Background: an optimization exercise with open tools, aiming at small area. Do not read the settings as production practice.
Function was checked by simulation only, so behaviour that the tests miss may differ from the original.
Power figures rest on the tool's default switching activity, not on a simulated workload.

==> design.v <==
module edge_counter (
    input  wire        clk,
    input  wire        rst,         
    input  wire        sig_in,      
    input  wire        us_tick,     
    input  wire        bus_valid,
    input  wire        bus_we,
    input  wire [31:0] bus_addr,
    input  wire [31:0] bus_wdata,
    output reg         resp_valid,
    output reg  [31:0] resp_rdata,
    output reg         resp_err
);
    localparam NCH = 4;
    integer i;
    genvar  g;
    reg        ec_en, ec_pol;
    reg [15:0] ec_ctr, ec_wrap;
    reg [7:0]  ec_pin;
    reg        sig_prev;
    reg        gt_en, gt_ph, gt_dir;
    reg [15:0] gt_ctr, gt_wrap;
    reg [7:0]  gt_psc, gt_pin, psc_cnt;
    reg [31:0] cx_scratch, gc_stopval;
    reg [31:0] clock_us;
    reg [31:0] ramw [0:15];
    reg [31:0] ch_raddr   [0:NCH-1];
    reg [31:0] ch_waddr   [0:NCH-1];
    reg [31:0] ch_count   [0:NCH-1];
    reg [31:0] ch_reload  [0:NCH-1];
    reg [31:0] ch_pending [0:NCH-1];
    reg        ch_en      [0:NCH-1];
    reg        ch_size    [0:NCH-1];
    reg        ch_incr_r  [0:NCH-1];
    reg        ch_incr_w  [0:NCH-1];
    reg [5:0]  ch_treq    [0:NCH-1];
    reg        ch_busy    [0:NCH-1];
    reg        ch_err     [0:NCH-1];
    wire rising  =  sig_in & ~sig_prev;
    wire falling = ~sig_in &  sig_prev;
    wire ec_hit  = ec_en & (ec_pol ? falling : rising);
    wire ec_wrapped = (ec_ctr == ec_wrap);
    wire ec_evt  = ec_hit & ec_wrapped;
    reg  [15:0] ec_c1, gt_c1, gt_c0;
    always @* begin
        ec_c1[0] = 1'b1; gt_c1[0] = 1'b1; gt_c0[0] = 1'b1;
        for (i = 1; i < 16; i = i + 1) begin
            ec_c1[i] = ec_c1[i-1] &  ec_ctr[i-1];
            gt_c1[i] = gt_c1[i-1] &  gt_ctr[i-1];
            gt_c0[i] = gt_c0[i-1] & ~gt_ctr[i-1];
        end
    end
    wire gt_tick = gt_en & ({1'b0, psc_cnt} + 9'd1 >= {1'b0, gt_psc});
    wire gt_at_wrap = (gt_ctr == gt_wrap);
    wire gt_at_zero = (gt_ctr == 16'd0);
    wire gt_down    = gt_ph & gt_dir;
    wire gt_turn    = gt_ph & (gt_dir ? gt_at_zero : gt_at_wrap);
    wire gt_evt     = gt_tick & (gt_ph ? (gt_dir & gt_at_zero) : gt_at_wrap);
    wire        gt_clr  = ~gt_ph & gt_at_wrap;
    reg [31:0] clk_c1;
    always @* begin
        clk_c1[0] = 1'b1;
        for (i = 1; i < 32; i = i + 1)
            clk_c1[i] = clk_c1[i-1] & clock_us[i-1];
    end
    reg [NCH-1:0] ch_ready, grant, ch_evt, ch_sat;
    always @* begin
        for (i = 0; i < NCH; i = i + 1) begin
            ch_ready[i] = ch_en[i] & ch_busy[i] & (|ch_pending[i]);
            ch_sat[i]   = &ch_pending[i];
            ch_evt[i]   = ch_busy[i] &
                          ((ch_treq[i] == 6'd0 && ec_evt) || (ch_treq[i] == 6'd1 && gt_evt));
        end
        grant[0] = ~bus_valid & ch_ready[0];
        grant[1] = ~bus_valid & ch_ready[1] & ~ch_ready[0];
        grant[2] = ~bus_valid & ch_ready[2] & ~|ch_ready[1:0];
        grant[3] = ~bus_valid & ch_ready[3] & ~|ch_ready[2:0];
    end
    wire dma_go = |grant;
    reg [31:0] g_raddr, g_waddr, g_count;
    reg        g_size;
    always @* begin
        g_raddr = 32'd0; g_waddr = 32'd0; g_count = 32'd0;
        g_size  = 1'b0;
        for (i = 0; i < NCH; i = i + 1) begin
            g_raddr   = g_raddr   | ({32{grant[i]}} & ch_raddr[i]);
            g_waddr   = g_waddr   | ({32{grant[i]}} & ch_waddr[i]);
            g_count   = g_count   | ({32{grant[i]}} & ch_count[i]);
            g_size    = g_size    | (grant[i] & ch_size[i]);
        end
    end
    wire dma_byte = dma_go & ~g_size;
    wire [31:0] rd_addr = bus_valid ? bus_addr : g_raddr;
    wire        rd_byte = dma_byte;
    function automatic acc_ok(input [31:0] a, input byt);
        reg ram, blk, clkr, hit;
        begin
            ram  = (a[31:6]  == 26'h0800000);
            blk  = (a[31:12] == 20'h40000);
            clkr = (a == 32'h4001_0000);
            hit  = (a[11:7] == 5'd0 && a[6:2] <= 5'd18) ||
                   (a[11:7] == 5'd2 && a[4:2] != 3'd7);
            acc_ok = ram ? (byt | (a[1:0] == 2'd0)) :
                     blk ? (~byt & (a[1:0] == 2'd0) & hit) :
                     clkr & ~byt;
        end
    endfunction
    wire rd_ok = acc_ok(rd_addr, rd_byte);
    wire r_ram = ~rd_addr[30];
    wire r_clk =  rd_addr[30] &  rd_addr[16];
    wire r_blk =  rd_addr[30] & ~rd_addr[16];
    wire r_ch  = r_blk &  rd_addr[8];
    wire r_cm  = r_blk & ~rd_addr[8];
    reg [31:0] rd_word;
    always @* begin
        rd_word = {32{r_clk}} & clock_us;
        for (i = 0; i < 16; i = i + 1)
            rd_word = rd_word | ({32{r_ram & (rd_addr[5:2] == i)}} & ramw[i]);
        for (i = 0; i < NCH; i = i + 1) begin : chrd
            reg cs;
            cs = r_ch & (rd_addr[6:5] == i);
            rd_word = rd_word
                | ({32{cs & (rd_addr[4:2] == 3'd0)}} & ch_raddr[i])
                | ({32{cs & (rd_addr[4:2] == 3'd1)}} & ch_waddr[i])
                | ({32{cs & (rd_addr[4:2] == 3'd2 || rd_addr[4:2] == 3'd4)}} & ch_count[i])
                | ({32{cs & (rd_addr[4:2] == 3'd3)}} &
                   {2'd0, ch_err[i], 4'd0, ch_busy[i], 14'd0,
                    ch_treq[i], ch_incr_w[i], ch_incr_r[i], ch_size[i], ch_en[i]})
                | ({32{cs & (rd_addr[4:2] == 3'd5)}} & ch_pending[i])
                | ({32{cs & (rd_addr[4:2] == 3'd6)}} & ch_reload[i]);
        end
        rd_word = rd_word
            | ({32{r_cm & (rd_addr[6:2] == 5'd0)}}  & {30'd0, ec_pol, ec_en})
            | ({32{r_cm & (rd_addr[6:2] == 5'd1)}}  & {16'd0, ec_ctr})
            | ({32{r_cm & (rd_addr[6:2] == 5'd2)}}  & {16'd0, ec_wrap})
            | ({32{r_cm & (rd_addr[6:2] == 5'd3)}}  & {24'd0, ec_pin})
            | ({32{r_cm & (rd_addr[6:2] == 5'd4)}}  & {29'd0, gt_dir, gt_ph, gt_en})
            | ({32{r_cm & (rd_addr[6:2] == 5'd5)}}  & {16'd0, gt_ctr})
            | ({32{r_cm & (rd_addr[6:2] == 5'd6)}}  & {16'd0, gt_wrap})
            | ({32{r_cm & (rd_addr[6:2] == 5'd7)}}  & {24'd0, gt_psc})
            | ({32{r_cm & (rd_addr[6:2] == 5'd8)}}  & {24'd0, gt_pin})
            | ({32{r_cm & (rd_addr[6:2] == 5'd9)}}  & {30'd0, gt_en, ec_en})
            | ({32{r_cm & (rd_addr[6:2] == 5'd10)}} & cx_scratch)
            | ({32{r_cm & (rd_addr[6:2] == 5'd11)}} & gc_stopval);
    end
    reg [7:0] rd_bytev;
    always @* begin
        case (rd_addr[1:0])
            2'd0: rd_bytev = rd_word[7:0];
            2'd1: rd_bytev = rd_word[15:8];
            2'd2: rd_bytev = rd_word[23:16];
            default: rd_bytev = rd_word[31:24];
        endcase
    end
    wire [31:0] dma_data = g_size ? rd_word : {4{rd_bytev}};
    wire [31:0] wr_addr = bus_valid ? bus_addr : g_waddr;
    wire [31:0] wr_data = bus_valid ? bus_wdata : dma_data;
    wire        wr_ok   = acc_ok(wr_addr, dma_byte);
    wire        wr_blk  = (wr_addr[31:12] == 20'h40000);
    wire        wr_ram  = (wr_addr[31:6]  == 26'h0800000);
    wire        dma_tgt_bad = wr_blk & ((wr_addr[11:0] == 12'h03C) | (|wr_addr[11:8]));
    wire dma_ok  = dma_go & rd_ok & wr_ok & ~dma_tgt_bad;
    wire dma_bad = dma_go & ~(rd_ok & wr_ok & ~dma_tgt_bad);
    wire host_wr = bus_valid & bus_we & wr_ok;
    wire wr_en   = host_wr | dma_ok;
    wire wr_cm   = wr_en & wr_blk & (wr_addr[11:7] == 5'd0);
    wire [4:0] wr_idx = wr_addr[6:2];
    wire w_ecctrl = wr_cm & (wr_idx == 5'd0);
    wire w_ecctr  = wr_cm & (wr_idx == 5'd1);
    wire w_ecwrap = wr_cm & (wr_idx == 5'd2);
    wire w_ecpin  = wr_cm & (wr_idx == 5'd3);
    wire w_gtctrl = wr_cm & (wr_idx == 5'd4);
    wire w_gtctr  = wr_cm & (wr_idx == 5'd5);
    wire w_gtwrap = wr_cm & (wr_idx == 5'd6);
    wire w_gtpsc  = wr_cm & (wr_idx == 5'd7) & (|wr_data[7:0]);
    wire w_gtpin  = wr_cm & (wr_idx == 5'd8);
    wire w_enmask = wr_cm & (wr_idx == 5'd9);
    wire w_cx     = wr_cm & (wr_idx == 5'd10);
    wire w_gc     = wr_cm & (wr_idx == 5'd11);
    wire hw_blk   = host_wr & wr_blk;
    wire w_abort  = hw_blk & (wr_addr[11:0] == 12'h03C);
    wire hw_ch    = hw_blk & (wr_addr[11:7] == 5'd2);
    wire [31:0] wd0 = rst ? 32'd0 : wr_data;            
    wire [15:0] wd1 = wr_data[15:0] | {16{rst}};        
    always @(posedge clk) begin
        resp_valid <= ~rst & bus_valid;
        resp_err   <= ~rst & bus_valid & ~wr_ok;
        resp_rdata <= (~rst & bus_valid & ~bus_we & wr_ok) ? rd_word : 32'd0;
    end
    wire ram_we = ~rst & wr_en & wr_ram;
    generate
        for (g = 0; g < 16; g = g + 1) begin : ramrow
            wire wsel = ram_we & (wr_addr[5:2] == g);
            always @(posedge clk) begin
                if (wsel & (~dma_byte | wr_addr[1:0] == 2'd0)) ramw[g][7:0]   <= wr_data[7:0];
                if (wsel & (~dma_byte | wr_addr[1:0] == 2'd1)) ramw[g][15:8]  <= wr_data[15:8];
                if (wsel & (~dma_byte | wr_addr[1:0] == 2'd2)) ramw[g][23:16] <= wr_data[23:16];
                if (wsel & (~dma_byte | wr_addr[1:0] == 2'd3)) ramw[g][31:24] <= wr_data[31:24];
            end
        end
    endgenerate
    always @(posedge clk) begin
        sig_prev <= ~rst & sig_in;
        for (i = 0; i < 32; i = i + 1)
            if (rst | (us_tick & clk_c1[i]))
                clock_us[i] <= ~rst & ~clock_us[i];
        if (rst | w_ecctrl)            ec_pol <= wd0[1];
        if (rst | w_ecctrl | w_enmask) ec_en  <= wd0[0];
        for (i = 0; i < 16; i = i + 1)
            if (rst | w_ecctr | (ec_hit & (ec_wrapped | ec_c1[i])))
                ec_ctr[i] <= (rst | w_ecctr) ? wd0[i] : ~ec_wrapped & ~ec_ctr[i];
        if (rst | w_ecwrap)            ec_wrap <= wd1;
        if (rst | w_ecpin)             ec_pin  <= wd1[7:0];
        if (rst | w_gtctrl)            gt_ph  <= wd0[1];
        if (rst | w_gtctrl | w_enmask) gt_en  <= w_enmask ? wd0[1] : wd0[0];
        if (rst | (gt_tick & gt_turn)) gt_dir <= ~rst & ~gt_dir;
        for (i = 0; i < 16; i = i + 1)
            if (rst | w_gtctr | (gt_tick & ~gt_turn & (gt_clr | (gt_down ? gt_c0[i] : gt_c1[i]))))
                gt_ctr[i] <= (rst | w_gtctr) ? wd0[i] : ~gt_clr & ~gt_ctr[i];
        if (rst | w_gtwrap)            gt_wrap <= wd1;
        if (rst | w_gtpsc)             gt_psc  <= {wd0[7:1], wd1[0]};
        if (rst | w_gtpin)             gt_pin  <= wd1[7:0];
        if (!gt_en || gt_tick) psc_cnt <= 8'd0;
        else                   psc_cnt <= psc_cnt + 8'd1;
        if (rst | w_cx) cx_scratch <= wd0;
        if (rst | w_gc) gc_stopval <= wd0;
    end
    wire        g_last   = (g_count == 32'd1);
    wire [31:0] step     = g_size ? 32'd4 : 32'd1;
    wire [31:0] ra_bus   = rst ? 32'd0 : bus_valid ? bus_wdata : rd_addr + step;
    wire [31:0] wa_bus   = rst ? 32'd0 : bus_valid ? bus_wdata : wr_addr + step;
    wire [31:0] cnt_bus  = rst ? 32'd0 : bus_valid ? bus_wdata : g_count - 32'd1;
    wire        trig_v   = |bus_wdata;
    generate
        for (g = 0; g < NCH; g = g + 1) begin : chan
            wire hsel     = hw_ch & (wr_addr[6:5] == g);
            wire w_ra     = hsel & (wr_addr[4:2] == 3'd0);
            wire w_wa     = hsel & (wr_addr[4:2] == 3'd1);
            wire w_rl     = hsel & (wr_addr[4:2] == 3'd2);
            wire w_ctrl   = hsel & (wr_addr[4:2] == 3'd3);
            wire w_trig   = hsel & (wr_addr[4:2] == 3'd4);
            wire start    = w_trig & ch_en[g] & ~ch_busy[g];
            wire abort    = w_abort & bus_wdata[g];
            wire xfer     = grant[g] & dma_ok;
            wire fail     = grant[g] & dma_bad;
            wire done     = xfer & g_last;
            wire acc      = ch_evt[g] & ~ch_sat[g];
            wire p_clr    = rst | (start & trig_v) | abort | fail | done;
            wire p_dn     = xfer & ~acc;
            wire p_up     = acc & ~xfer;
            reg [31:0] p_tog;
            reg        c1, c0;
            integer    k;
            always @* begin
                c1 = 1'b1; c0 = 1'b1;
                for (k = 0; k < 32; k = k + 1) begin
                    p_tog[k] = (p_up & c1) | (p_dn & c0);
                    c1 = c1 &  ch_pending[g][k];
                    c0 = c0 & ~ch_pending[g][k];
                end
            end
            always @(posedge clk) begin
                if (rst | w_ra | (xfer & ch_incr_r[g])) ch_raddr[g] <= ra_bus;
                if (rst | w_wa | (xfer & ch_incr_w[g])) ch_waddr[g] <= wa_bus;
                if (rst | start | xfer)                 ch_count[g] <= cnt_bus;
                if (rst | w_rl | w_trig)                ch_reload[g] <= wd0;
                if (rst | w_ctrl) begin
                    ch_en[g]     <= wd0[0];
                    ch_size[g]   <= wd0[1];
                    ch_incr_r[g] <= wd0[2];
                    ch_incr_w[g] <= wd0[3];
                    ch_treq[g]   <= wd0[9:4];
                end
                for (k = 0; k < 32; k = k + 1)
                    if (p_clr | p_tog[k])
                        ch_pending[g][k] <= ~p_clr & ~ch_pending[g][k];
                if (rst | (start & trig_v) | abort | fail | done)
                    ch_busy[g] <= ~rst & start & trig_v;
                if (rst | abort | fail)
                    ch_err[g] <= ~rst & fail;
            end
        end
    endgenerate
endmodule
==> flow/run.sh <==
#!/bin/bash
# Layout flow:
#  2. the same ORFS synthesis again, with an area-oriented ABC script in
#     place of the speed script (a copy of ORFS's scripts folder with only
#     abc_speed.script replaced); used only if its registers (names and
#     cells) are exactly the standard synthesis's;
#  3. the standard ORFS layout steps, with a leaner clock tree.
# Every tool's output goes to a log file of its own in this folder.
set -euo pipefail
W=$(pwd)
R=$W/orfs/results/${FLOW_PLATFORM}/edge_counter/base

# 1. standard synthesis
bash standard.sh synth > 1_synth_standard.log 2>&1
cp $R/1_2_yosys.v $W/1_2_yosys_standard.v

# 2. synthesis with the area-oriented ABC script
rm -rf $W/scripts_area $W/orfs_area
cp -r $FLOW_HOME/scripts $W/scripts_area
cp $W/flow/abc_area.script $W/scripts_area/abc_speed.script
set +e
make -C $FLOW_HOME DESIGN_CONFIG=$FLOW_CONFIG WORK_HOME=$W/orfs_area \
    CLKGATE_MAP_FILE= SYNTH_SCRIPT=$W/synth_recipe.tcl SCRIPTS_DIR=$W/scripts_area \
    synth > 2_synth_area.log 2>&1
ok=$?
set -e
regs() { grep -oE '^ *sky130_fd_sc_hd__[a-z0-9_]+ +[^ ]+' "$1" | grep -E '__(df|edf|sdf|sedf|dl)' | sort; }
regs $W/1_2_yosys_standard.v > regs_standard.txt
if [[ $ok == 0 ]] && regs $W/orfs_area/results/${FLOW_PLATFORM}/edge_counter/base/1_2_yosys.v > regs_area.txt \
   && cmp -s regs_standard.txt regs_area.txt; then
  echo "using the area synthesis" > 2_choice.log
  cp $W/orfs_area/results/${FLOW_PLATFORM}/edge_counter/base/1_2_yosys.v $R/1_2_yosys.v
  rm -f $R/1_synth.odb $R/1_synth.sdc
else
  echo "using the standard synthesis" > 2_choice.log
fi

# 3. layout
bash standard.sh \
  "CTS_ARGS=-sink_clustering_enable -repair_clock_nets -dont_use_dummy_load -sink_clustering_size 16 -sink_clustering_max_diameter 60 -buf_list {sky130_fd_sc_hd__clkbuf_8}" \
  finish > 3_layout.log 2>&1
==> flow/abc_area.script <==
strash
&get -n
&st
&dch -f
&nf -R 1000 -C 32 -F 8 -p
&put
strash
&get -n
&st
&dch -f
&nf -R 1000 -C 32 -F 8 -p
&put
topo
==> standard.sh <==
#!/bin/bash
# synth_recipe.tcl (not shown) runs the flow's synth.tcl, then flattens the netlist and writes it again
# the make line also repeats each setting of config.mk as NAME=value (left out here)
make -C /OpenROAD-flow-scripts/flow DESIGN_CONFIG=/design/flow/config.mk WORK_HOME=/design/flow/orfs CLKGATE_MAP_FILE= SYNTH_SCRIPT=/design/flow/synth_recipe.tcl "${@:-finish}"
==> config.mk <==
export PLATFORM = sky130hd
export DESIGN_NAME = edge_counter
export DESIGN_NICKNAME = edge_counter
export VERILOG_FILES = /design/flow/design.v
export SDC_FILE = /design/flow/constraint.sdc
export NUM_CORES = 4
export LEC_CHECK = 0
export CAP_MARGIN = 10
export CORE_MARGIN = 2
export CORE_UTILIZATION = 55
export GPL_ROUTABILITY_DRIVEN = 1
export PLACE_DENSITY = 0.65
export SLEW_MARGIN = 10
==> constraint.sdc <==
create_clock -name core_clock -period 12.0 [get_ports {clk}]
set_input_delay 2.4000 -clock core_clock [delete_from_list [all_inputs] [get_ports {clk}]]
set_output_delay 2.4000 -clock core_clock [all_outputs]
set_load 0.01 [all_outputs]
==> results of run 1 <==
==> placed cells by master, fill, tap and decap left out, drive strengths merged, types with 79 or more instances in the layout <==
master	n
nand4	147
buf	225
a221oi	91
nor3	104
edfxtp	1389
a21oi	112
clkinv	79
nand3	155
nor2	453
o21ai	93
clkdlybuf4s50	101
nand2	431
a22oi	228
clkbuf	121
a222oi	311
==> registers in the layout (all words and copies together) (netlist names), 24 cells and up <==
register	cells
clock_us	32
ch_count	128
ch_reload	128
gc_stopval	32
ch_treq	24
ch_waddr	128
resp_rdata	32
ramw	512
ch_pending	128
cx_scratch	32
ch_raddr	128
==> area by class of cell <==
type	count	area (sq um)
Sequential cell	1432	42570
Fill cell	8690	42330
Multi-Input combinational cell	3005	19380
Timing Repair Buffer	326	2825
Tap cell	1488	1862
Clock buffer	121	1665
Inverter	80	304.0
Antenna cell	14	35.03
==> final timing paths <==
path / end / start / slack [ns]
setup reg to reg: gt_psc[0]$_DFFE_PP_ / ch_pending[2][5]$_DFFE_PP_ / 0.41
hold reg to reg: psc_cnt[0]$_SDFF_PP0_ / psc_cnt[0]$_SDFF_PP0_ / 0.48
setup / recovery: gt_psc[0]$_DFFE_PP_ / ch_pending[2][5]$_DFFE_PP_ / 0.41
hold / removal: psc_cnt[0]$_SDFF_PP0_ / psc_cnt[0]$_SDFF_PP0_ / 0.48
==> through the flow <==
step                hold WS (ns)  util [%]  power, mW  worst slack (ns)
finish                    0.4812     61.86      9.896            0.4130
global route              0.5249     61.83      10.02            0.6366
CTS                       0.4867     61.82      9.735             1.280
detailed placement        0.4641     60.32      7.389             1.186
global placement          0.4514     60.32      7.378             1.043
floorplan                 0.4332         -      6.644           0.02952
==> critical path: cells and delay by family (launching register included) <==
| kind | cells | cell delay (ns) |
|---|---|---|
| AND/OR/NAND/NOR | 16 | 6.08 |
| AO/OA/AOI/OAI | 9 | 3.29 |
| buffers and inverters | 5 | 1.42 |
| flip-flops | 1 | 0.52 |
==> power by group through the flow <==
stage | clock network, mW | registers, mW | logic, mW
3_5_place_dp | 0 | 6.21 | 1.17
2_1_floorplan | 0 | 6.08 | 0.560
4_1_cts | 2.45 | 6.10 | 1.18
5_1_grt | 2.62 | 6.14 | 1.27
3_3_place_gp | 0 | 6.22 | 1.16
6_report | 2.49 | 6.13 | 1.27
==> metal layers <==
| layer | part of all wire (%) | GRT usage, % | wire (um) | up-vias |
|---|---|---|---|---|
| li1 | - | - | - | 19630 |
| met1 | 34 | 63.52 | 96690 | 24630 |
| met2 | 40 | 66.33 | 113400 | 5445 |
| met3 | 19 | 24.05 | 53930 | 1123 |
| met4 | 7.5 | 26.99 | 21380 | 14 |
| met5 | 0.033 | 0 | 95 | - |
==> summary.txt, run 1 <==
number of hold-slack violations in the final timing report=0; average footprint of a synthesized cell=13.65 sq um; result of the run=finished with violations; power density relative to cell area=144.2 mW/mm^2; detailed-route wire length=285500 um; max-capacitance violation count=0; net count of the mapped netlist=4612; leftover overflow at the end of global routing=0; number of warning messages in the yosys log=14; instance area at placement=0.06694 sq mm; Leakage Power=22.46 nW; Max rail drop VDD=0.0001275 V; clock-pin slew of the registers on the worst-case setup and hold paths=0.10 ns; # setup viols final=0; Layout Cell Area excl Fill=0.06865 sq mm; net switching power figure=2.836 mW; vias in the first global route=46070; Die Span Y=338.8 um; number of instances in the synthesized netlist=4517; post-cts gate resize count=0; wire length per cell=44.15 um; required time of the critical path=12.67 ns; Tightest Pin Transition=1.525 ns; Post-CTS Repair Setup Buffers=0; number of placed I/O pins=104; maximum buffer depth of the clock tree=3; fraction of power spent switching nets=28.66%; residual antenna-violating net count after detailed routing=0; drt first pass iters=13; largest net degree at the start of global routing=74; type of element launching the critical path=flop; floorplan die width=338.8 um; final routed DRC violation total=0; Comb pwr share=12.8%; count of buffers inserted at the top-level ports=103; die area=0.1148 sq mm; cell type of the slowest stage on the worst timing path=a221oi_1; total number of H-tree levels=3; Register-to-Register Path Depth=30; post-synthesis cell area=0.06165 sq mm; CTS tree=built; layout cell share with drive strength beyond 1=8.562%; Cell Count Post-Placement=6331; class of the most critical setup path=reg2reg; Fail Reasons=max-slew violations; # nets final=5061; growth of design area from synthesis to finish=11.34%; floorplan row count=122; number of antenna violations at the first check in global routing=28; final clock skew=0.1132 ns; type of destination of the critical path=flop; ratio of final minimum period to clock period=96.56%; internal power=7.060 mW; Hold Path Stages=1; maximum frequency from static timing analysis=86.30 MHz; Fin Setup TNS=0 ns; portion of total power attributed to sequential cells=62.0%; Final Max Tran Viols=2; class of the most critical hold timing path=reg2reg; effective utilization at floorplan=55.56%; peak fanout along the critical path=22; setup repair after global routing missed its margin=no; drt initial violations=13040; global-route wire length before repair=383600 um; CP arrival=12.26 ns; number of sinks handled by clock tree synthesis=1432; worst stage delay on the critical path=1.09 ns; final critical delay including setup and external delays=11.59 ns; Via Count=50840; hold-fix buffer count after cts=0; area of the core=0.1110 sq mm; CTS root buffer=clkbuf_8; total routing usage reported by global routing=48.76%; total clock buffers created by CTS=121; Clock power frac=25.2%; final standard cell count with taps included and fillers excluded=6466; final HPWL from detailed placement=208500 um; RePlAce Congestion=1.092; slew margin rel.=-1.647%; vias per cell=7.863; Worst-Skew Late Latency=0.92 ns
==> run 2: changes to the inputs <==
--- a/design.v
+++ b/design.v
@@ -202,7 +202,5 @@
     always @(posedge clk) begin
         sig_prev <= ~rst & sig_in;
-        for (i = 0; i < 32; i = i + 1)
-            if (rst | (us_tick & clk_c1[i]))
-                clock_us[i] <= ~rst & ~clock_us[i];
+        clock_us <= {32{~rst}} & (clock_us ^ ({32{us_tick}} & clk_c1));
         if (rst | w_ecctrl)            ec_pol <= wd0[1];
         if (rst | w_ecctrl | w_enmask) ec_en  <= wd0[0];
@@ -272,7 +270,5 @@
                     ch_treq[g]   <= wd0[9:4];
                 end
-                for (k = 0; k < 32; k = k + 1)
-                    if (p_clr | p_tog[k])
-                        ch_pending[g][k] <= ~p_clr & ~ch_pending[g][k];
+                ch_pending[g] <= {32{~p_clr}} & (ch_pending[g] ^ p_tog);
                 if (rst | (start & trig_v) | abort | fail | done)
                     ch_busy[g] <= ~rst & start & trig_v;
--- a/flow/run.sh
+++ b/flow/run.sh
@@ -38,4 +38,5 @@
 # 3. layout
 bash standard.sh \
-  "CTS_ARGS=-sink_clustering_enable -repair_clock_nets -dont_use_dummy_load -sink_clustering_size 16 -sink_clustering_max_diameter 60 -buf_list {sky130_fd_sc_hd__clkbuf_8}" \
+  "CTS_ARGS=-sink_clustering_enable -repair_clock_nets -dont_use_dummy_load -sink_clustering_size 16 -sink_clustering_max_diameter 50 -buf_list {sky130_fd_sc_hd__clkbuf_8}" \
+  "BUFFER_PORTS_ARGS=-inputs -outputs -buffer_cell sky130_fd_sc_hd__buf_1" \
   finish > 3_layout.log 2>&1
--- a/flow/abc_area.script
+++ b/flow/abc_area.script
@@ -1,2 +1,14 @@
+strash
+&get -n
+&st
+&dch -f
+&nf -R 1000 -C 32 -F 8 -p
+&put
+strash
+&get -n
+&st
+&dch -f
+&nf -R 1000 -C 32 -F 8 -p
+&put
 strash
 &get -n
--- a/config.mk
+++ b/config.mk
@@ -6,8 +6,8 @@
 export NUM_CORES = 4
 export LEC_CHECK = 0
-export CAP_MARGIN = 10
+export CAP_MARGIN = 20
 export CORE_MARGIN = 2
-export CORE_UTILIZATION = 55
+export CORE_UTILIZATION = 45
 export GPL_ROUTABILITY_DRIVEN = 1
-export PLACE_DENSITY = 0.65
-export SLEW_MARGIN = 10
+export PLACE_DENSITY = 0.55
+export SLEW_MARGIN = 20
==> summary.txt, run 2 <==
origin of the worst setup path=ch_pending[0][18]$_DFF_P_; power density relative to cell area=139.2 mW/mm^2 (-3.5%); class of the most critical setup path=reg2reg; setup repair after global routing missed its margin=no; final HPWL from detailed placement=225500 um (+8.1%); floorplan die width=371.9 um (+9.8%); number of placed I/O pins=104 (unchanged); largest net degree at the start of global routing=115 (+55%); # nets final=5220 (+3.1%); flip-flop count of the largest register, all copies and words added=512 (unchanged); maximum buffer depth of the clock tree=3 (unchanged); GRT met2 Usage=60.19% (-6.1 points); layout cell share with drive strength beyond 1=10.11% (+1.6 points); Die Span Y=371.9 um (+9.8%); effective utilization at floorplan=45.47% (-10 points); detailed-route wire length=305700 um (+7.1%); leftover overflow at the end of global routing=0 (unchanged); number of hold-slack violations in the final timing report=0 (unchanged); post-layout util=51.10% (-11 points); result of the run=finished with violations; portion of total power attributed to sequential cells=61.5% (-0.5 points); type of destination of the critical path=flop; register-to-register path setup slack=-0.12 ns (-0.53 ns); top library cells by usage in the layout, fill and taps aside=1229 x edfxtp_1, 401 x nor2_1, 378 x nand2_1; drt first pass iters=14 (+1); residual antenna-violating net count after detailed routing=0 (unchanged); number of antenna violations at the first check in global routing=36 (+29%); required time of the critical path=12.57 ns (-0.10 ns); ratio of final minimum period to clock period=101.0% (+4.4 points); number of instances in the synthesized netlist=4587 (+1.5%); maximum frequency from static timing analysis=82.53 MHz (-4.4%); cell type of the slowest stage on the worst timing path=a222oi_1; max-capacitance violation count=1 (+1); Max rail drop VDD=0.0001198 V (-6.0%); growth of design area from synthesis to finish=12.38%; total routing usage reported by global routing=43.35% (-5.4 points); Fail Reasons=max-capacitance violations, max-slew violations, negative setup slack; net count of the mapped netlist=4683 (+1.5%); floorplan row count=134 (+9.8%); die area=0.1383 sq mm (+20%); instance area at placement=0.06619 sq mm (-1.1%); clock-pin slew of the registers on the worst-case setup and hold paths=0.09 ns (about the same); Via Count=50290 (-1.1%); # setup viols final=16 (+16); largest register by flop count=ramw; drt initial violations=11380 (-13%); final critical delay including setup and external delays=12.12 ns (+0.5294 ns); peak fanout along the critical path=53 (+140%); final routed DRC violation total=0 (unchanged); vias in the first global route=45440 (-1.4%); CTS tree=built; vias per cell=7.289 (-7.3%); global routing met1 resource utilization=58.12% (-5.4 points); number of warning messages in the yosys log=14 (unchanged); RePlAce Congestion=1.071 (-2.0%); CTS root buffer=clkbuf_8; area of the core=0.1340 sq mm (+21%); Reg2Reg Launch Point=ch_pending[0][18]$_DFF_P_; most frequent standard cell in the layout excluding fill and tap cells=edfxtp_1; hold path startpoint=psc_cnt[0]$_SDFF_PP0_; fraction of power spent switching nets=26.40% (-2.3 points); global-route wire length before repair=402100 um (+4.8%); average footprint of a synthesized cell=13.28 sq um (-2.7%); class of the most critical hold timing path=reg2reg; wire length per cell=44.31 um (+0.36%); total clock buffers created by CTS=155 (+28%); slew margin rel.=-2.742% (-1.1 points); routing usage on met3=20.02% (-4.0 points); hold-fix buffer count after cts=0 (unchanged); Worst-Skew Late Latency=0.94 ns (+0.02 ns); Layout Cell Area excl Fill=0.06845 sq mm (-0.28%); worst stage delay on the critical path=1.29 ns (+0.20 ns); Leakage Power=22.58 nW (+0.53%); number of sinks handled by clock tree synthesis=1432 (unchanged); post-synthesis cell area=0.06091 sq mm (-1.2%); final clock skew=0.1008 ns (-0.01247 ns); Tightest Pin Transition=1.541 ns (+0.01642 ns); Final Max Tran Viols=1 (-1); Clock power frac=29.7% (+4.5 points); net switching power figure=2.514 mW (-11%); Filler Cell Count=11720 (+35%); Comb pwr share=8.9% (-3.9 points); internal power=7.011 mW (-0.69%); Most Crowded Layer GR=met2; worst setup slack after layout=-0.1165 ns (-0.5294 ns); total number of H-tree levels=4 (+1); type of element launching the critical path=flop; count of buffers inserted at the top-level ports=103 (unchanged); CP arrival=12.68 ns (+0.42 ns)
run 2: per-stage QoR:
| stage | hold WS [ns] | std cells | power (mW) | worst slack (ns) | setup TNS [ns] |
|---|---|---|---|---|---|
| 2_1_floorplan | 0.4329 | 4587 | 6.194 | 0.3516 | 0 |
| 3_3_place_gp | 0.4578 | 6721 | 6.742 | 0.1027 | 0 |
| 3_5_place_dp | 0.4625 | 6726 | 6.735 | 0.07086 | 0 |
| 4_1_cts | 0.4878 | 6881 | 9.452 | 0.02263 | 0 |
| 5_1_grt | 0.5287 | 6892 | 9.702 | 0.1097 | 0 |
| 6_report | 0.4885 | 6899 | 9.525 | -0.1165 | -1.282 |
run 2: what timing repair did:
item | 4_1_cts | 5_1_grt
gates resized for setup | 0 | 2
endpoints found under the setup margin | 0 | 16
setup buffers | 0 | 1
run 2: worst max-delay path: cells and delay by family, from the launching register on:
family | cells | cell delay [ns]
buf+inv | 4 | 1.27
simple gates | 14 | 4.11
flops | 1 | 0.71
compound gates | 10 | 5.52
run 2: routing by layer:
metal  routed length [um]  up-vias
li1                     -    19820
met1               114900    25260
met2               123900     4430
met3                50020      763
met4                16520       20
met5                  331        -
run 2: area by class of cell:
cell class	count	area (sq um)	share of cell area, %
Timing Repair Buffer	379	2571	3.756
Multi-Input combinational cell	3095	20310	29.67
Antenna cell	9	22.52	0.03290
Clock buffer	155	2133	3.116
Sequential cell	1432	40970	59.85
Tap cell	1768	2212	3.232
Inverter	61	231.5	0.3382
run 2: power groups by stage:
| stage | sequential, mW | clock (mW) | combinational (mW) |
|---|---|---|---|
| after CTS | 5.84 | 2.82 | 0.789 |
| after global placement | 5.96 | 0 | 0.783 |
| after global routing | 5.86 | 3.00 | 0.842 |
| after detailed placement | 5.95 | 0 | 0.786 |
| after floorplan | 5.87 | 0 | 0.327 |
| final | 5.86 | 2.83 | 0.843 |
run 2: final timing paths:
check / endpoint / cells past startpoint
hold / removal: psc_cnt[0]$_SDFF_PP0_ / 1
setup / recovery: gt_psc[7]$_DFFE_PP_ / 28
hold reg to reg: psc_cnt[0]$_SDFF_PP0_ / 1
setup reg to reg: gt_psc[7]$_DFFE_PP_ / 28
==> run 3: changes to the inputs <==
--- a/flow/run.sh
+++ b/flow/run.sh
@@ -38,5 +38,5 @@
 # 3. layout
 bash standard.sh \
-  "CTS_ARGS=-sink_clustering_enable -repair_clock_nets -dont_use_dummy_load -sink_clustering_size 16 -sink_clustering_max_diameter 50 -buf_list {sky130_fd_sc_hd__clkbuf_8}" \
+  "CTS_ARGS=-sink_clustering_enable -repair_clock_nets -dont_use_dummy_load -sink_clustering_size 12 -sink_clustering_max_diameter 40 -buf_list {sky130_fd_sc_hd__clkbuf_8}" \
   "BUFFER_PORTS_ARGS=-inputs -outputs -buffer_cell sky130_fd_sc_hd__buf_1" \
   finish > 3_layout.log 2>&1
--- a/config.mk
+++ b/config.mk
@@ -8,6 +8,6 @@
 export CAP_MARGIN = 20
 export CORE_MARGIN = 2
-export CORE_UTILIZATION = 45
+export CORE_UTILIZATION = 40
 export GPL_ROUTABILITY_DRIVEN = 1
-export PLACE_DENSITY = 0.55
+export PLACE_DENSITY = 0.5
 export SLEW_MARGIN = 20
==> summary.txt, run 3 <==
result of the run=no timing/DRC/antenna violations; max-capacitance violation count=0 (-1); effective utilization at floorplan=40.19% (-5.3 points); total chip power=10.10 mW (+6.0%); Fin Setup TNS=0 ns (+1.282 ns); Final Max Tran Viols=0 (-1); largest net degree at the start of global routing=98 (-15%); detailed-route wire length=298400 um (-2.4%); net count of the mapped netlist=4683 (unchanged); # nets final=5264 (+0.84%); class of the most critical setup path=reg2reg; most frequent standard cell in the layout excluding fill and tap cells=edfxtp_1; Die Span Y=394.2 um (+6.0%); drt first pass iters=11 (-3); drt initial violations=10100 (-11%); CTS root buffer=clkbuf_8; CTS tree=built; slew margin rel.=13.75% (+16 points); post-cts gate resize count=0 (unchanged); number of warning messages in the yosys log=14 (unchanged); residual antenna-violating net count after detailed routing=0 (unchanged); hold-fix buffer count after cts=0 (unchanged); final critical delay including setup and external delays=10.86 ns (-1.260 ns); final HPWL from detailed placement=222400 um (-1.4%); vias per cell=6.894 (-5.4%); flip-flop count of the largest register, all copies and words added=512 (unchanged); area of the core=0.1515 sq mm (+13%); leftover overflow at the end of global routing=0 (unchanged); vias in the first global route=45740 (+0.67%); total number of H-tree levels=4 (unchanged); total routing usage reported by global routing=37.33% (-6.0 points); count of buffers inserted at the top-level ports=103 (unchanged); number of antenna violations at the first check in global routing=26 (-28%); number of hold-slack violations in the final timing report=0 (unchanged); post-layout util=45.91% (-5.2 points); layout cell share with drive strength beyond 1=10.90% (+0.78 points); wire length per cell=41.40 um (-6.6%); Worst-Skew Late Latency=1.00 ns (+0.06 ns); die area=0.1554 sq mm (+12%); global-route wire length before repair=397800 um (-1.1%); clock-pin slew of the registers on the worst-case setup and hold paths=0.07 ns (-0.02 ns); setup repair after global routing missed its margin=no; growth of design area from synthesis to finish=14.23%; ratio of final minimum period to clock period=90.47% (-10 points); post-synthesis cell area=0.06091 sq mm (unchanged); type of destination of the critical path=flop; Max rail drop VDD=0.0001181 V (-1.5%); Tightest Pin Transition=1.294 ns (-0.2474 ns); maximum frequency from static timing analysis=92.11 MHz (+12%); final standard cell count with taps included and fillers excluded=7208 (+4.5%); required time of the critical path=12.65 ns (+0.08 ns); Via Count=49690 (-1.2%); Leakage Power=22.96 nW (+1.7%); total clock buffers created by CTS=218 (+41%); Cell Count Post-Placement=6971 (+3.6%); number of placed I/O pins=104 (unchanged); maximum buffer depth of the clock tree=3 (unchanged); peak fanout along the critical path=51 (-3.8%); RePlAce Congestion=1.109 (+3.6%); Post-CTS Repair Setup Buffers=0 (unchanged); final clock skew=0.1223 ns (+0.02150 ns); # setup viols final=0 (-16); power density relative to cell area=145.1 mW/mm^2 (+4.3%); worst hold slack=0.4936 ns (+0.005153 ns); final routed DRC violation total=0 (unchanged); class of the most critical hold timing path=reg2reg; type of element launching the critical path=flop; floorplan row count=143 (+6.7%); floorplan die width=394.2 um (+6.0%); largest register by flop count=ramw; CP arrival=11.50 ns (-1.18 ns); top library cells by usage in the layout, fill and taps aside=1229 x edfxtp_1, 404 x nor2_1, 378 x nand2_1; number of sinks handled by clock tree synthesis=1432 (unchanged); number of instances in the synthesized netlist=4587 (unchanged); average footprint of a synthesized cell=13.28 sq um (unchanged)
[run 3: per-layer routing]
layer  vias up  track usage (%)  share of wire, %
met3       746            15.19                15
met1     25030            49.41                38
met2      4000            53.35                42
met4        12            17.12               5.3
met5         -                0             0.026
li1      19900                -                 -
[run 3: final cells by class]
type	count	area, sq um
diodes	12	30.03
clock buffers	218	3000
fillers	13770	81970
inverters	61	231.5
multi-input cells	3094	20310
flip-flops and latches	1432	40970
well taps	2030	2540
repair buffers	361	2500
[run 3: per-stage QoR]
| stage | setup WS (ns) | cell area, sq um |
|---|---|---|
| 6_report | 1.143 | 69580 |
| 5_1_grt | 1.118 | 69550 |
| 4_1_cts | 1.577 | 69440 |
| 3_5_place_dp | 0.6111 | 66440 |
| 3_3_place_gp | 0.4302 | 66290 |
| 2_1_floorplan | 0.3516 | 60920 |
[run 3: report_power, final]
part	switching [mW]	leakage [nW]	total, mW	internal, mW
clock	1.83	1.57	3.41	1.58
combinational	0.653	8.11	0.830	0.177
sequential	0.159	13.3	5.86	5.70
[run 3: worst paths after layout]
path	end	slack (ns)	start	depth (start not counted)
setup reg to reg	gt_psc[3]$_DFFE_PP_	1.14	ch_pending[1][16]$_DFF_P_	23
setup / recovery	gt_psc[3]$_DFFE_PP_	1.14	ch_pending[1][16]$_DFF_P_	23
hold reg to reg	psc_cnt[0]$_SDFF_PP0_	0.49	psc_cnt[0]$_SDFF_PP0_	1
hold / removal	psc_cnt[0]$_SDFF_PP0_	0.49	psc_cnt[0]$_SDFF_PP0_	1
[run 3: critical path, cell delays in order (launching register included)]
cell	delay (ns)
dfxtp_1	0.50
or3_1	0.52
or4b_1	0.64
o311ai_0	0.35
buf_4	0.29
and3_4	0.79
a222oi_1	0.26
a21o_1	0.34
nand2_1	0.51
or2_0	0.59
nor2_4	0.25
buf_4	0.30
a222oi_1	0.65
nand4_1	0.30
nor4_2	0.71
nand4_1	0.97
a221oi_1	0.56
o21ai_1	0.38
a21oi_1	0.34
nor2_1	0.08
buf_4	0.22
nor4_1	0.29
a211oi_1	0.14
or2_0	0.45

==> afterwards: timing with drivers on the ports <==
The flow's constraints put no driver on any port. The routed layouts listed below were extracted and timed again, unchanged, in two steps. Step 1 sets driving cells, clkbuf_16 on the clock port and buf_2 on the other inputs (assumed; they add their load-dependent delay and slew). Step 2 moves the port delays by t, midway between the first and last clock arrival at a register: inputs arrive t later, outputs are due t later. That takes back most of the time a late clock gives input paths. Three values: no drivers, after step 1, after step 2; two values: the first two.
run | shift t [ns] | setup WS [ns] | hold slack, ns | latest minus earliest clock arrival (ns) | worst slew at a driven data input, ns
run 1 | 0.936 | 0.413 / 0.413 / 0.413 | 0.481 / 0.481 / 0.481 | 0.114 / 0.113 | 0.06
run 2 | 0.962 | -0.116 / -0.116 / -0.536 | 0.488 / 0.488 / 0.488 | 0.102 / 0.101 | 0.17
run 3 | 1.012 | 1.143 / 1.143 / 0.197 | 0.494 / 0.494 / 0.494 | 0.122 / 0.123 | 0.05
The setup slack of run 3, which loses most, moves by 0.000 ns with the drivers and by -0.946 ns with both steps.
